Context: an optimization exercise on an open-source flow, tuned for small area, a short achievable clock period and few clock cycles. The choices shown serve that exercise and are no tape-out recipe. Only simulation tests tie the RTL to the original design; equivalence was not proved. No activity file was given, so power comes from the tool's default toggle rates.

$ cat flow/standard.sh
#!/bin/bash
# synth_recipe.tcl (not shown) runs the flow's synth.tcl, then flattens the netlist and writes it again
# the make line also repeats each setting of config.mk as NAME=value (left out here)
make -C /OpenROAD-flow-scripts/flow DESIGN_CONFIG=/design/flow/config.mk WORK_HOME=/design/flow/orfs CLKGATE_MAP_FILE= SYNTH_SCRIPT=/design/flow/synth_recipe.tcl "${@:-finish}"
$ cat flow/constraint.sdc
create_clock -name core_clock -period 8.0 [get_ports {clk}]
set_input_delay 1.6000 -clock core_clock [delete_from_list [all_inputs] [get_ports {clk}]]
set_output_delay 1.6000 -clock core_clock [all_outputs]
set_load 0.01 [all_outputs]
$ cat flow/config.mk
export PLATFORM = sky130hd
export DESIGN_NAME = xpfe
export DESIGN_NICKNAME = xpfe
export VERILOG_FILES = /design/flow/design.v
export SDC_FILE = /design/flow/constraint.sdc
export NUM_CORES = 4
export LEC_CHECK = 0
export CAP_MARGIN = 20
export CORE_MARGIN = 2
export CORE_UTILIZATION = 60
export CTS_CLUSTER_DIAMETER = 100
export CTS_CLUSTER_SIZE = 25
export SETUP_SLACK_MARGIN = 5
export SLEW_MARGIN = 20
$ cat flow/flow/run.sh
#!/bin/bash
# The standard layout, except that the port buffers are the platform's
# smallest buffer (buf_1) instead of the delay buffer buffer_ports picks.
# Each tool's output is kept under orfs/logs; make's own output goes to
# standard.log.
set -euo pipefail
export BUFFER_PORTS_ARGS="-buffer_cell sky130_fd_sc_hd__buf_1"
bash standard.sh > standard.log 2>&1
$ cat flow/design.v
module xpfe (
    input             clk,
    input             rst,
    input      [4:0]  cfg_nh,
    input      [127:0] cfg_ids,
    input             in_valid,
    output            in_ready,
    input             in_kind,
    input      [31:0] in_data,
    output reg        tx_valid,
    input             tx_ready,
    output reg [7:0]  tx_data,
    output reg        tx_last,
    input             tx_err,
    output reg        res_valid,
    input             res_ready,
    output reg [2:0]  res_code,
    output reg        ev_valid,
    input             ev_ready,
    output reg [2:0]  ev_kind,
    output     [3:0]  ev_handle,
    output     [3:0]  ev_reg,
    output     [7:0]  ev_id,
    output     [7:0]  ev_status,
    output     [15:0] ev_a,
    output     [15:0] ev_b
);
    localparam [15:0] C4 = 16'h0E28;    
    localparam integer R  = 4;          
    function [15:0] crc_step;
        input [15:0] acc;
        input [7:0]  b;
        reg   [15:0] t;
        integer k;
        begin
            t = {acc[15:8] ^ b, 8'h00};
            for (k = 0; k < 8; k = k + 1)
                t = t[15] ? ((t << 1) ^ 16'h8005) : (t << 1);
            crc_step = {acc[7:0], 8'h00} ^ t;
        end
    endfunction
    function [1:0] kmp_next;
        input [1:0] s;
        input [7:0] b;
        begin
            case (s)
                2'd0: kmp_next = (b == 8'hFF) ? 2'd1 : 2'd0;
                2'd1: kmp_next = (b == 8'hFF) ? 2'd2 : 2'd0;
                2'd2: kmp_next = (b == 8'hFD) ? 2'd3 : (b == 8'hFF) ? 2'd2 : 2'd0;
                default: kmp_next = (b == 8'hFF) ? 2'd1 : 2'd0;
            endcase
        end
    endfunction
    function [7:0] reg_addr;
        input [3:0] r;
        begin
            case (r)
                4'd0:  reg_addr = 8'h19;
                4'd1:  reg_addr = 8'h1E;
                4'd2:  reg_addr = 8'h25;
                4'd3:  reg_addr = 8'h20;
                4'd4:  reg_addr = 8'h27;
                4'd5:  reg_addr = 8'h18;
                4'd6:  reg_addr = 8'h0B;
                4'd7:  reg_addr = 8'h29;
                4'd8:  reg_addr = 8'h2D;
                4'd9:  reg_addr = 8'h2E;
                4'd10: reg_addr = 8'h1D;
                4'd11: reg_addr = 8'h1C;
                4'd12: reg_addr = 8'h1B;
                default: reg_addr = 8'h00;
            endcase
        end
    endfunction
    function reg_wide;
        input [3:0] r;
        begin
            reg_wide = (r == 4'd1) || (r == 4'd2) || (r == 4'd3) ||
                       (r == 4'd4) || (r == 4'd7);
        end
    endfunction
    integer i;
    reg        rdy;            
    reg        iv, ik;         
    reg [2:0]  icode;          
    reg [3:0]  ih, ireg;
    reg [15:0] idat;
    reg        al;             
    reg [3:0]  n;              
    reg [1:0]  kmp;            
    reg [1:0]  ikmp;           
    reg        iseen;          
    reg [15:0] rcrc;
    reg [7:0]  b4, b5, b6, b8, b9, b10;    
    reg [7:0]  bc0, bc1;       
    reg        L4, L5, L6;     
    reg [3:0]  ke;             
    reg        rep;            
    reg [3:0]  rp;             
    reg        xL4, xL5, xL6;  
    reg [7:0]  rpr;            
    reg        rpv;            
    reg        rlast_d;        
    reg        hhit;
    reg [3:0]  hidx;
    reg [3:0]  pend [0:15];
    reg [24:0] q0, q1;         
    reg        qv0, qv1;
    reg [2:0]  rq [0:R-1];     
    reg [R-1:0] rqv;
    assign in_ready = rdy;
    wire [7:0]  c_op  = in_data[31:24];
    wire [3:0]  c_h   = in_data[23:20];
    wire [3:0]  c_reg = in_data[19:16];
    wire        c_rd  = (c_op == 8'h02);
    reg  [15:0] id254;
    always @(*)
        for (i = 0; i < 16; i = i + 1)
            id254[i] = (cfg_ids[i*8 +: 8] == 8'd254);
    reg  [2:0]  c_code;
    always @(*) begin
        if (c_op != 8'h02 && c_op != 8'h03)   c_code = 3'd2;
        else if ({1'b0, c_h} >= cfg_nh)       c_code = 3'd3;
        else if (c_reg > 4'd12)               c_code = 3'd4;
        else if (c_rd && id254[c_h])          c_code = 3'd5;
        else                                  c_code = {2'b00, c_rd};
    end
    wire        i_frame = (icode[2:1] == 2'b00);
    wire        i_rd    = icode[0];
    wire ev_hold = ev_valid && (al || kmp == 2'd3);    
    wire cmd_ok  = !qv1 && !rqv[R-1];
    wire rx_ok   = !rep && !ev_hold;
    wire take    = iv && (ik ? cmd_ok : rx_ok);
    wire rx_in   = take && !ik;
    wire cmd_in  = take && ik;
    wire        rstep = rep && rpv && !ev_valid;
    wire [7:0]  ib    = idat[7:0];
    wire [7:0]  pb    = rep ? rpr : ib;
    wire        pstep = rx_in || rstep;
    wire [15:0] rL    = {b6, b5};
    wire        Lok   = L4 || L5 || L6;
    wire        inc   = !n[3] || (n == 4'd8) || (n == 4'd9 && !L4) || (n == 4'd10 && L6);
    wire        malf  = al && !rep && (n == 4'd10) && !Lok;
    wire        chk   = al && !rep && ((L4 && n == 4'd10) || (L5 && n == 4'd11) || (L6 && n == 4'd12));
    wire        crcok = (rcrc == {ib, bc0});
    wire        drop1 = malf || (chk && !crcok);
    wire        evnew = pstep && (malf || chk);
    wire        ifull = (ikmp == 2'd3) && (pb == 8'h00);
    wire        ifuli = (ikmp == 2'd3) && (ib == 8'h00);
    wire        rlast = xL5 ? (rp == 4'd11) : xL6 ? (rp == 4'd12) : (rp == 4'd10);
    reg  [7:0]  rpb;
    always @(*) begin
        case (rp)
            4'd8:    rpb = b8;
            4'd9:    rpb = xL4 ? bc0 : b9;
            4'd10:   rpb = xL4 ? bc1 : xL5 ? bc0 : b10;
            4'd11:   rpb = xL5 ? bc1 : bc0;
            default: rpb = bc1;
        endcase
    end
    wire        rfetch = rep && (!rpv || rstep) && !rlast_d;
    reg        al_n, rep_n;
    reg [1:0]  kmp_n;
    always @(*) begin
        al_n  = al;
        kmp_n = kmp;
        rep_n = rep;
        if (rep && (!rpv || rstep) && rlast_d)
            rep_n = 1'b0;
        if (rx_in && !al) begin
            if (kmp == 2'd3 && ib == 8'h00)
                al_n = 1'b1;
            else
                kmp_n = kmp_next(kmp, ib);
        end else if (rx_in && drop1) begin
            if (iseen) begin
                rep_n = 1'b1;
            end else if (!ifuli) begin
                al_n  = 1'b0;
                kmp_n = kmp_next(ikmp, ib);
            end
        end else if (rx_in && chk) begin
            al_n  = 1'b0;
            kmp_n = 2'd0;
        end
        if (rst) begin
            al_n  = 1'b0;
            kmp_n = 2'd0;
            rep_n = 1'b0;
        end
    end
    reg  [1:0]  rot;
    reg  [31:0] grp;           
    always @(*) begin
        case (rot)
            2'd0:    grp = cfg_ids[31:0];
            2'd1:    grp = cfg_ids[63:32];
            2'd2:    grp = cfg_ids[95:64];
            default: grp = cfg_ids[127:96];
        endcase
    end
    reg  [15:0] hv;            
    always @(*)
        for (i = 0; i < 16; i = i + 1)
            hv[i] = (i < cfg_nh);
    reg  [3:0]  gv;            
    always @(*) begin
        case (rot)
            2'd0:    gv = hv[3:0];
            2'd1:    gv = hv[7:4];
            2'd2:    gv = hv[11:8];
            default: gv = hv[15:12];
        endcase
    end
    reg  [3:0]  gm;            
    always @(*)
        for (i = 0; i < 4; i = i + 1)
            gm[i] = (grp[i*8 +: 8] == b4) && gv[i] && (b4 != 8'd254);
    always @(posedge clk) begin
        rot <= rst ? 2'd0 : rot + 2'd1;
        if (pstep && al && n == 4'd4) begin
            hhit <= 1'b0;
            hidx <= 4'd0;
        end else if (gm != 4'd0) begin
            hhit <= 1'b1;
            hidx <= {rot, gm[2] | gm[3], gm[1] | gm[3]};
        end
        L4   <= (rL == 16'd4);
        L5   <= (rL == 16'd5);
        L6   <= (rL == 16'd6);
        al   <= al_n;
        kmp  <= kmp_n;
        rep  <= rep_n;
        if (evnew && !malf && !crcok) begin
            b5 <= rcrc[7:0];
            b6 <= rcrc[15:8];
        end else if (evnew && !malf && hhit && !L4) begin
            b5 <= b9;
            b6 <= b10;
            b9 <= {4'd0, pend[hidx]};
        end
        if (pstep && al) begin
            case (n)
                4'd4: b4 <= pb;
                4'd5: b5 <= pb;
                4'd6: b6 <= pb;
                4'd7: ;
                4'd8: b8 <= pb;
                4'd9: begin
                    if (L4) bc0 <= pb;
                    else    b9  <= pb;
                end
                4'd10: begin
                    if (L4)      bc1 <= pb;
                    else if (L5) bc0 <= pb;
                    b10 <= L5 ? 8'h00 : pb;
                end
                4'd11: begin
                    if (L5) bc1 <= pb;
                    else    bc0 <= pb;
                end
                default: bc1 <= pb;
            endcase
        end
        if (rfetch) begin
            rpr     <= rpb;
            rp      <= rp + 4'd1;
            rlast_d <= rlast;
        end
        if (rep)
            rpv <= rfetch || (rpv && !rstep);
        if (pstep) begin
            if (!al || (drop1 && (iseen || ifuli))) begin
                n     <= 4'd4;
                rcrc  <= C4;
                ikmp  <= 2'd0;
                iseen <= 1'b0;
            end else if (!drop1 && !chk) begin
                n <= n + 4'd1;
                if (inc)
                    rcrc <= crc_step(rcrc, pb);
                if (!iseen) begin
                    if (ifull) begin
                        iseen <= 1'b1;
                        ke    <= n;
                    end else begin
                        ikmp <= kmp_next(ikmp, pb);
                    end
                end
            end
            if (al && drop1) begin
                rp      <= ke + 4'd1;
                rpv     <= 1'b0;
                rlast_d <= 1'b0;
                xL4     <= L4;
                xL5     <= L5;
                xL6     <= L6;
            end
        end
    end
    wire evv_n = !rst && ((ev_valid && !ev_ready) || evnew);
    always @(posedge clk) begin
        ev_valid <= evv_n;
        if (evnew) begin
            if (malf)           ev_kind <= 3'd2;
            else if (!crcok)    ev_kind <= 3'd3;
            else if (!hhit)     ev_kind <= 3'd4;
            else if (L4)        ev_kind <= 3'd0;
            else                ev_kind <= 3'd1;
        end
    end
    assign ev_id     = b4;
    assign ev_status = b8;
    assign ev_handle = hidx;
    assign ev_b      = {bc1, bc0};
    assign ev_a      = {b6, b5};
    assign ev_reg    = b9[3:0];
    always @(posedge clk) begin
        if (rst) begin
            for (i = 0; i < 16; i = i + 1)
                pend[i] <= 4'd15;
        end else if (cmd_in && i_frame && i_rd) begin
            pend[ih] <= ireg;
        end
    end
    wire        h_rd   = q0[24];
    wire [3:0]  h_reg  = q0[23:20];
    wire [3:0]  h_h    = q0[19:16];
    wire [15:0] h_val  = q0[15:0];
    wire        h_wide = reg_wide(h_reg);
    wire        q_l7   = h_rd || h_wide;
    reg         t_l7;           
    wire        h_l7   = t_l7;
    reg  [7:0]  h_id;          
    always @(*) begin
        case (h_h[1:0])
            2'd0:    h_id = grp[7:0];
            2'd1:    h_id = grp[15:8];
            2'd2:    h_id = grp[23:16];
            default: h_id = grp[31:24];
        endcase
    end
    wire        h_cap  = (rot == h_h[3:2]);
    wire [7:0]  h_p2   = h_rd ? (h_wide ? 8'd2 : 8'd1) :
                         (h_reg == 4'd0) ? {5'd0, h_val[2:0]} : h_val[7:0];
    wire [7:0]  h_p3   = h_rd ? 8'h00 : h_val[15:8];
    reg        busy;
    reg [3:0]  tidx;           
    reg [15:0] tcrc;
    reg        t_fin;          
    reg        fdone, ferr;    
    wire        t_ld   = !tx_valid || tx_ready;
    wire        t_acc  = tx_valid && tx_ready;
    wire [15:0] t_cnx  = crc_step(tcrc, tx_data);
    wire        go_e   = busy && !tx_last && !(t_fin && fdone);    
    wire        new_e  = (!busy || tx_last) && qv0;                
    wire        pop_e  = go_e && (t_l7 ? (tidx == 4'd10) : (tidx == 4'd9));
    wire        q_pop  = t_ld && pop_e;    
    reg [7:0] t_byte;
    always @(*) begin
        case (tidx)
            4'd3:  t_byte = tcrc[7:0];    
            4'd4:  t_byte = t_l7 ? 8'd7 : 8'd6;
            4'd6:  t_byte = {7'd1, !h_rd};
            4'd7:  t_byte = reg_addr(h_reg);
            4'd9:  t_byte = h_p2;
            4'd10: t_byte = h_l7 ? h_p3 : t_cnx[7:0];
            4'd11: t_byte = h_l7 ? t_cnx[7:0] : tcrc[15:8];
            4'd12: t_byte = tcrc[15:8];
            4'd0:  t_byte = 8'hFF;
            4'd1:  t_byte = 8'hFD;
            default: t_byte = 8'h00;
        endcase
    end
    always @(posedge clk) begin
        if (rst) begin
            tx_valid <= 1'b0;
            busy     <= 1'b0;
        end else if (t_ld) begin
            tx_valid <= new_e || go_e;
            if (new_e) begin
                tx_data <= 8'hFF;
                tx_last <= 1'b0;
                tidx    <= 4'd0;
                t_fin   <= 1'b0;
                t_l7    <= q_l7;
                busy    <= 1'b1;
            end else begin
                if (go_e) begin
                    tx_data <= t_byte;
                    tx_last <= t_fin;
                    tidx    <= tidx + 4'd1;
                    t_fin   <= h_l7 ? (tidx == 4'd11) : (tidx == 4'd10);
                end else if (tx_valid && tx_last) begin
                    busy <= 1'b0;
                end
            end
        end
    end
    always @(posedge clk) begin
        if (t_ld && new_e) begin
            tcrc[15:8] <= C4[15:8];
            if (h_cap)
                tcrc[7:0] <= h_id;
        end else if (t_ld && go_e && tidx == 4'd3) begin
            tcrc[7:0] <= C4[7:0];
        end else if (t_ld && tx_valid && (tidx[3:2] == 2'b01 || tidx[3:2] == 2'b10 || (tidx == 4'd11 && h_l7))) begin
            tcrc <= t_cnx;
        end else if (busy && tidx <= 4'd2 && h_cap) begin
            tcrc[7:0] <= h_id;
        end
    end
    wire [2:0] rh    = rq[0];
    wire       r_pop = rqv[0] && (!res_valid || res_ready) && (rh != 3'd0 || fdone);
    always @(posedge clk) begin
        if (rst) begin
            res_valid <= 1'b0;
            fdone     <= 1'b0;
        end else begin
            if (r_pop) begin
                res_valid <= 1'b1;
                res_code  <= (rh != 3'd0) ? rh : {2'b00, ferr};
                if (rh == 3'd0)
                    fdone <= 1'b0;
            end else if (res_ready) begin
                res_valid <= 1'b0;
            end
            if (t_acc && tx_last) begin
                fdone <= 1'b1;
                ferr  <= tx_err;
            end
        end
    end
    wire         q_push = cmd_in && i_frame;
    wire [24:0]  q_new  = {i_rd, ireg, ih, idat};
    wire [R-1:0] rvs    = r_pop ? {1'b0, rqv[R-1:1]} : rqv;    
    wire         qv0_n  = !rst && (q_push || (qv0 && !q_pop) || qv1);
    wire         qv1_n  = !rst && !q_pop && (qv1 || (q_push && qv0));
    wire [R-1:0] rqv_n  = rst ? {R{1'b0}} : cmd_in ? {rvs[R-2:0], 1'b1} : rvs;
    always @(posedge clk) begin
        if (q_push && (!qv0 || q_pop))
            q0 <= q_new;
        else if (q_pop)
            q0 <= q1;
        if (q_push && qv0 && !q_pop)
            q1 <= q_new;
        for (i = 0; i < R; i = i + 1) begin
            if (cmd_in && !rvs[i] && (i == 0 || rvs[(i > 0) ? i - 1 : 0]))
                rq[i] <= i_frame ? 3'd0 : icode;
            else if (r_pop && i < R - 1)
                rq[i] <= rq[(i < R - 1) ? i + 1 : i];
        end
        qv0 <= qv0_n;
        qv1 <= qv1_n;
        rqv <= rqv_n;
    end
    wire iv_n = !rst && (rdy ? in_valid : iv);
    wire ik_n = rdy ? in_kind : ik;
    wire rdy_n = !iv_n || (ik_n ? (!qv1_n && !rqv_n[R-1])
                                : (!rep_n && !(evv_n && (al_n || kmp_n == 2'd3))));
    always @(posedge clk) begin
        iv  <= iv_n;
        ik  <= ik_n;
        rdy <= rdy_n;
        if (rdy) begin
            icode <= c_code;
            ih    <= c_h;
            ireg  <= c_reg;
            idat  <= in_data[15:0];
        end
    end
endmodule
==> results of run 1 <==
## layer usage
metal	vias up	track usage	wire length [um]
li1	6570	-	-
met1	6880	0.442	20400
met2	766	0.523	24200
met3	110	0.0530	4920
met4	0	0.127	2000
met5	-	0	0
## synth_stat cells, types with 27 or more instances
library cell | number | area share
clkbuf_1 | 61 | 0.013
a222oi_1 | 35 | 0.020
nand3_1 | 47 | 0.013
nand4_1 | 33 | 0.012
nand2b_1 | 28 | 0.0098
o21ai_0 | 76 | 0.021
edfxtp_1 | 261 | 0.44
mux2i_1 | 51 | 0.029
nor2_1 | 95 | 0.020
xnor2_1 | 85 | 0.042
dfxtp_1 | 76 | 0.085
nor3_1 | 30 | 0.0084
nand2_1 | 209 | 0.044
a21oi_1 | 84 | 0.024
nor2b_1 | 29 | 0.010
ha_1 | 37 | 0.026
or2_2 | 32 | 0.011
mux4_2 | 27 | 0.034
inv_1 | 56 | 0.012
## kinds of logic (layout without fill, tap and decap cells)
kind of cell	Yosys count	in the layout	share of synthesized area
compound gates	311	313	0.116
xor+xnor	105	105	0.0533
fa+ha+maj	37	37	0.0260
buf+inv	144	412	0.0333
flops	337	337	0.526
mux	99	99	0.0784
other cells	0	5	0
simple gates	596	596	0.167
## power groups by stage
stage / Combinational [mW] / Sequential, mW / Clock [mW]
3_3_place_gp: 0.492 / 2.06 / 0
2_1_floorplan: 0.369 / 2.01 / 0
3_5_place_dp: 0.496 / 2.06 / 0
6_report: 0.549 / 2.02 / 0.953
5_1_grt: 0.590 / 2.03 / 1.02
4_1_cts: 0.512 / 2.02 / 0.965
## timing repair
action,4_1_cts,5_1_grt
setup buffers,19,41
hold buffers,0,0
gates resized for setup,27,30
pin swaps,5,27
endpoints found under the setup margin,212,143
gates cloned,2,0
## how the worst max path moves through the flow
stage                      from         end
finish              cfg_ids[66]   flip-flop
global route        cfg_ids[86]   flip-flop
CTS                         rst  pend[0][3]
detailed placement     tx_ready   flip-flop
global placement       tx_ready   flip-flop
floorplan              tx_ready   flip-flop
## state kept, by name, summed over array words and instances (netlist names), 12 cells and up, named ones only
name / count
tcrc: 16
idat: 16
q1: 25
q0: 25
rcrc: 16
rq: 12
pend: 64
## worst reg2reg max path, cell delays in order, from the launching register on
cell      delay, ns
edfxtp_1       0.54
xnor2_1        0.24
nand4_1        0.16
nor4_4         0.43
and2_4         0.24
inv_2          0.07
nand2_2        0.16
inv_2          0.13
nand2_1        0.09
a21oi_1        0.11
nand2b_1       0.21
o311ai_4       0.44
## layout by cell type, fill, tap and decap left out, types with 10 or more instances in the layout
cell type  instances
edfxtp_1         261
buf_1            242
nand2_1          208
nor2_1            91
xnor2_1           85
a21oi_1           76
dfxtp_1           73
buf_4             69
o21ai_0           66
inv_1             52
mux2i_1           48
nand3_1           47
a222oi_1          35
nand4_1           33
ha_1              33
or2_2             30
nand2b_1          27
nor2b_1           27
mux4_2            27
or3_1             25
nor3_1            22
clkbuf_16         17
xor2_1            16
and2_1            14
nand4b_1          13
mux2_2            12
a22oi_1           12
a31oi_1           12
nor4_1            10
a21o_1            10
clkbuf_1          10
## layout make-up
class / instances / share of cell area
inverters: 58 / 0.0108
multi-input cells: 1150 / 0.405
repair buffers: 324 / 0.0771
clock inverters: 3 / 0.00123
diodes: 5 / 0.000613
clock buffers: 27 / 0.0227
well taps: 390 / 0.0239
flip-flops and latches: 337 / 0.458
==> impl_metrics.tcl, run 1 <==
set metrics [dict create \
    synth-seq-area-share 0.526 \
    core-area_um2 29400 \
    crit_chain "buf_1 > a222oi_1 > a21oi_1 > xnor2_1 > nand4_1 > nor3_1 > nor2_4 > a21o_1 > a21oi_2" \
    period_needed_ns 3.01 \
    critPathArrivalTime_ns 3.44 \
    fin_nets 2098 \
    powerDensity_nw_per_um2 172 \
    drv_slew 0 \
    gp_congestion 0.941 \
    fp.dieW_um 176 \
    timing.fmax_mhz 332 \
    fillerInstances 2278 \
    worstSetupPathType "in2reg" \
    cts_buffer_depth 3 \
    totalWireLength_um 51500 \
    placed_cells 2196 \
    grt_max_degree 39 \
    swShare 0.266 \
    cp_max_fo 7 \
    crit_buf_inv 1 \
    path_clk_slew_ns 0.10 \
    synthDistinctLibCells 78 \
    gr-total-overflow 0 \
    critPathRequiredTime_ns 8.43 \
    preCtsSetupSlack_ns 3.78 \
    numCtsBuffers 17 \
    num_rows 63 \
    vias 14300 \
    synth.avg_cell_area_um2 10.9 \
    grt_util_all_layers 0.324 \
    cts_root_buf "clkbuf_16" \
    grt_pass1_wl_um 76700 \
    numPortBuffers 247 \
    rr_worst_depth 11 \
    ff2ff_setup_slack_ns 5.04 \
    final_hold_viol_count 0 \
    drcViolationCount 0 \
    wl_per_cell_um 22.4 \
    slew_headroom 0.376 \
    crit_cells 9 \
    syn_to_final_growth_pct 14.7 \
    syn_inst 1629 \
    fin_cells 2294 \
    first_pass_iters 7 \
    synth-edff-count 261 \
    grt_pass1_vias 13400 \
    final_util 0.695 \
    p_int_mw 2.58 \
    ys.flop_type "edfxtp_1" \
    setup_ws_ns 4.99 \
    clkPwrFrac 0.271 \
    hold_start "idat[14]" \
    finalSetupViolCount 0 \
    tns_ns 0 \
    vdd_drop_max_v 0.000205 \
    syn_area_um2 17800 \
    dr.first_iter.drc_count 1694 \
    reg2reg_from "idat[5]" \
    critPathMaxStageDelay_ns 0.46 \
    placed_area_um2 19200 \
    fin_skew_ns 0.0391 \
    htree_levels 1 \
    antenna_left 0 \
    multi_input_area_um2 8270 \
    stdcell_area_um2 20400 \
    crit_path_end_kind "flip-flop" \
    grt_antenna_before_repair 4 \
    slowest_stage "a222oi_1" \
    rsz0062_at_grt "true" \
    yosys_warnings 2 \
    power_switching_uw 937 \
    async_reset_ff_frac 0 \
    worstHoldPathCells 0 \
    power_mw 3.52 \
    r2r-end "rdy" \
    clock_sinks 337 \
    start_util 0.606 \
    critical_path.startpoint_type "primary input" \
    ys_ff_latch 337 \
    ios 248 \
    whs_ns 0.454 \
    crit_family "compound AO/OA/AOI/OAI gates" \
    dieHeight_um 176 \
    pwr-share-seq 0.574 \
    routed_via_density 6.24 \
    register_area_um2 9360 \
    cts_tree "yes" \
    p_comb_frac 0.156 \
    hold_class "reg2reg" \
    outcome "complete, no violations" \
    dp_hpwl_um 37400 \
    clk_latency_ns 0.53 \
    layout-drive-gt1-share 0.136 \
    p_leak_nw 6.80 \
    die-area_um2 31100 \
    cap_violations 0 \
    tightest_slew_ns 0.936 \
    period_share 0.376 \
    syn-num-nets 1839 \
    min_to "q1[14]" \
]
Testbench counts, summed over its fixed seeds: cycles 27,773.
==> inputs of run 2 (changes only) <==
--- a/flow/design.v
+++ b/flow/design.v
@@ -218,10 +218,16 @@
             gm[i] = (grp[i*8 +: 8] == b4) && gv[i] && (b4 != 8'd254);
+    reg  [3:0]  gmr;
+    reg  [1:0]  rotr;
+    reg         wr4;           
     always @(posedge clk) begin
-        rot <= rst ? 2'd0 : rot + 2'd1;
-        if (pstep && al && n == 4'd4) begin
+        rot  <= rst ? 2'd0 : rot + 2'd1;
+        gmr  <= gm;
+        rotr <= rot;
+        wr4  <= pstep && al && n == 4'd4;
+        if (wr4) begin
             hhit <= 1'b0;
             hidx <= 4'd0;
-        end else if (gm != 4'd0) begin
+        end else if (gmr != 4'd0) begin
             hhit <= 1'b1;
-            hidx <= {rot, gm[2] | gm[3], gm[1] | gm[3]};
+            hidx <= {rotr, gmr[2] | gmr[3], gmr[1] | gmr[3]};
         end
==> run 2 against run 1 <==
Net effect: register-to-register slack better by 0.02 ns; combinational power decreased by about 10%; highest routed layer is now met5; worst hold slack gained 0.013 ns; still clean; sequential share of layout area rose by 1.4 points; largest cell class unchanged; flip-flop and latch count grew 7.
==> impl_metrics.tcl, run 2 <==
set metrics [dict create \
    synth_top_cell_area_share 0.440 \
    placed_area_um2 19100 \
    holdBufCountCts 0 \
    ys_ff_latch 344 \
    period_share 0.371 \
    htree_levels 1 \
    multi_input_area_um2 8100 \
    fin_nets 1991 \
    syn_area_um2 17800 \
    cts_buffer_depth 3 \
    fillerInstances 2182 \
    outcome "complete, no violations" \
    period_needed_ns 2.97 \
    num_rows 63 \
    timing.fmax_mhz 337 \
    core-area_um2 29400 \
    synth.avg_cell_area_um2 11.5 \
    placed_cells 2119 \
    start_util 0.605 \
    largest_register_ffs 64 \
    crit_path_end_kind "flip-flop" \
    async_reset_ff_frac 0 \
    crit_buf_inv 5 \
    register_area_um2 9510 \
    slowest_stage "or3_4" \
    ios 248 \
    crit_family "simple AND/OR/NAND/NOR gates" \
    finalSetupViolCount 0 \
    p_leak_nw 6.73 \
    synth-edff-count 261 \
    cts_tree "yes" \
    layout-drive-gt1-share 0.154 \
    routed_via_density 6.45 \
    gr-total-overflow 0 \
    dr.first_iter.drc_count 2018 \
    syn_to_final_growth_pct 13.0 \
    hold_class "reg2reg" \
    crit_chain "buf_1 > buf_6 > clkinv_2 > buf_12 > nand3_4 > or3_4 > buf_4 > or3_1" \
    synthTopCellsByArea "edfxtp_1 44%, dfxtp_1 9.3%, xnor2_1 3.9%" \
    critical_path.startpoint_type "primary input" \
    numCtsBuffers 17 \
    cap_violations 0 \
    synth_common_cells "261 x edfxtp_1, 146 x nand2_1, 96 x nor2_1, 87 x o21ai_0, 83 x dfxtp_1" \
    dp_hpwl_um 39000 \
    dieHeight_um 176 \
    synth.most_common_cell "edfxtp_1" \
    yosys_warnings 2 \
    ys.flop_type "edfxtp_1" \
    grt_pass1_vias 13200 \
    fp.dieW_um 176 \
    syn-num-nets 1759 \
    critPathRequiredTime_ns 8.26 \
    final_util 0.684 \
    fin_skew_ns 0.0182 \
    drv_slew 0 \
    power_mw 3.47 \
    vias 14100 \
    clock_sinks 344 \
    syn_inst 1549 \
    largestRegisters "pend (64), q0 (25), q1 (25)" \
    worstSetupPathType "in2reg" \
    drcViolationCount 0 \
    numPortBuffers 247 \
    synth_largest_area_cell "edfxtp_1" \
    critPathArrivalTime_ns 3.23 \
    antenna_left 0 \
    cts_root_buf "clkbuf_16" \
    layout_commonest_cell "edfxtp_1" \
    fin_cells 2182 \
    path_clk_slew_ns 0.10 \
    grt_max_degree 64 \
    grt_util_all_layers 0.329 \
    synthDistinctLibCells 78 \
    vdd_drop_max_v 0.000187 \
    gp_congestion 0.995 \
    first_pass_iters 10 \
    powerDensity_nw_per_um2 173 \
    wl_per_cell_um 24.2 \
    tightest_slew_ns 1.01 \
    tns_ns 0 \
    clk_latency_ns 0.52 \
    mostFrequentLayoutCells "261 x edfxtp_1, 243 x buf_1, 144 x nand2_1" \
    totalWireLength_um 52700 \
    setup_ws_ns 5.03 \
    slew_headroom 0.324 \
    final_hold_viol_count 0 \
    grt_pass1_wl_um 77600 \
    cp_max_fo 23 \
    stdcell_area_um2 20100 \
    critPathMaxStageDelay_ns 0.45 \
    die-area_um2 31100 \
    synth-seq-area-share 0.534 \
    rsz0062_at_grt "true" \
    whs_ns 0.467 \
    preCtsSetupSlack_ns 3.65 \
    top_register "pend" \
    grt_antenna_before_repair 6 \
]
## run 2: changes by cell type in the layout (fill, tap and decap cells not counted), sizes merged, moves of 7 or more
cell	before	now
nand2	210	146
mux2	15	49
buf	324	291
a21oi	84	59
or2	32	55
or3	26	6
nor2b	29	12
mux2i	57	42
o21ai	79	91
dfxtp	76	83
xnor2	89	82
## run 2: repair_timing
action                                  4_1_cts  5_1_grt
hold endpoints to repair                      0        0
buffers inserted                             12       19
gates cloned                                  1        1
resized for setup                            39       26
endpoints found under the setup margin      203       87
pin swaps                                     8       11
## run 2: layout make-up
type | instances | share of cell area
Antenna cell | 1 | 0.000124
Clock buffer | 28 | 0.0237
Clock inverter | 1 | 0.000249
Inverter | 56 | 0.0105
Multi-Input combinational cell | 1069 | 0.403
Sequential cell | 344 | 0.473
Tap cell | 390 | 0.0243
Timing Repair Buffer | 293 | 0.0654
## run 2: metal layers
metal / wire [um] / GRT usage / up-vias
met2: 24200 / 0.517 / 849
met3: 5360 / 0.0648 / 116
met5: 46 / 0 / -
li1: - / - / 6253
met1: 21300 / 0.466 / 6837
met4: 1720 / 0.102 / 8
## run 2: worst paths after layout
| kind | startpoint | endpoint | slack (ns) | cells past startpoint |
|---|---|---|---|---|
| max | rst | pend[12][0] | 5.03 | 8 |
| min | idat[14] | q1[14] | 0.47 | 0 |
| max reg2reg | rot[0] | tcrc[5] | 5.06 | 7 |
| min reg2reg | idat[14] | q1[14] | 0.47 | 0 |
## run 2: cells by family (layout without fill, tap and decap cells)
group / after synthesis / in the layout / share of synthesized area
flip-flops: 344 / 344 / 0.534
XOR/XNOR: 103 / 103 / 0.0535
adder cells (fa/ha/maj): 37 / 37 / 0.0260
multiplexers: 120 / 120 / 0.0934
AO/OA/AOI/OAI: 294 / 296 / 0.112
other: 0 / 1 / 0
buffers and inverters: 138 / 378 / 0.0321
AND/OR/NAND/NOR: 513 / 513 / 0.149
## run 2: power by group
group / leakage (nW) / switching (mW) / internal [mW] / total [mW]
Combinational: 3.56 / 0.280 / 0.213 / 0.492
Clock: 0.232 / 0.535 / 0.414 / 0.949
Sequential: 2.94 / 0.0769 / 1.95 / 2.03
Testbench counts of run 2, summed over its fixed seeds: cycles 27,773.

==> what the ideal ports hide <==
Ports are ideal in the flow. The routed layouts listed here were re-timed in OpenROAD.
Step 1 assumes that a clkbuf_16 drives the clock port and a buf_2 every other input.
Step 2 times the ports against the registers' clock, not the clock port: input delays grow and output delays shrink by t, the midpoint of the rising clock arrivals with the driver on.
Three values: no drivers, after step 1, after step 2; two values: the first two.
run | t, ns | slack for setup (ns) | latest minus earliest clock arrival (ns) | worst data-port slew with drivers (ns) | pins driven straight from the clock port
run 1 | 0.567 | 4.990 / 4.967 / 4.456 | 0.042 / 0.043 | 0.09 | 1
run 2 | 0.559 | 5.029 / 4.988 / 4.477 | 0.018 / 0.018 | 0.09 | 1
After both steps every run listed still meets setup and hold. The setup slack of run 2, which loses most, moves by -0.041 ns with the drivers and by -0.552 ns with both steps.
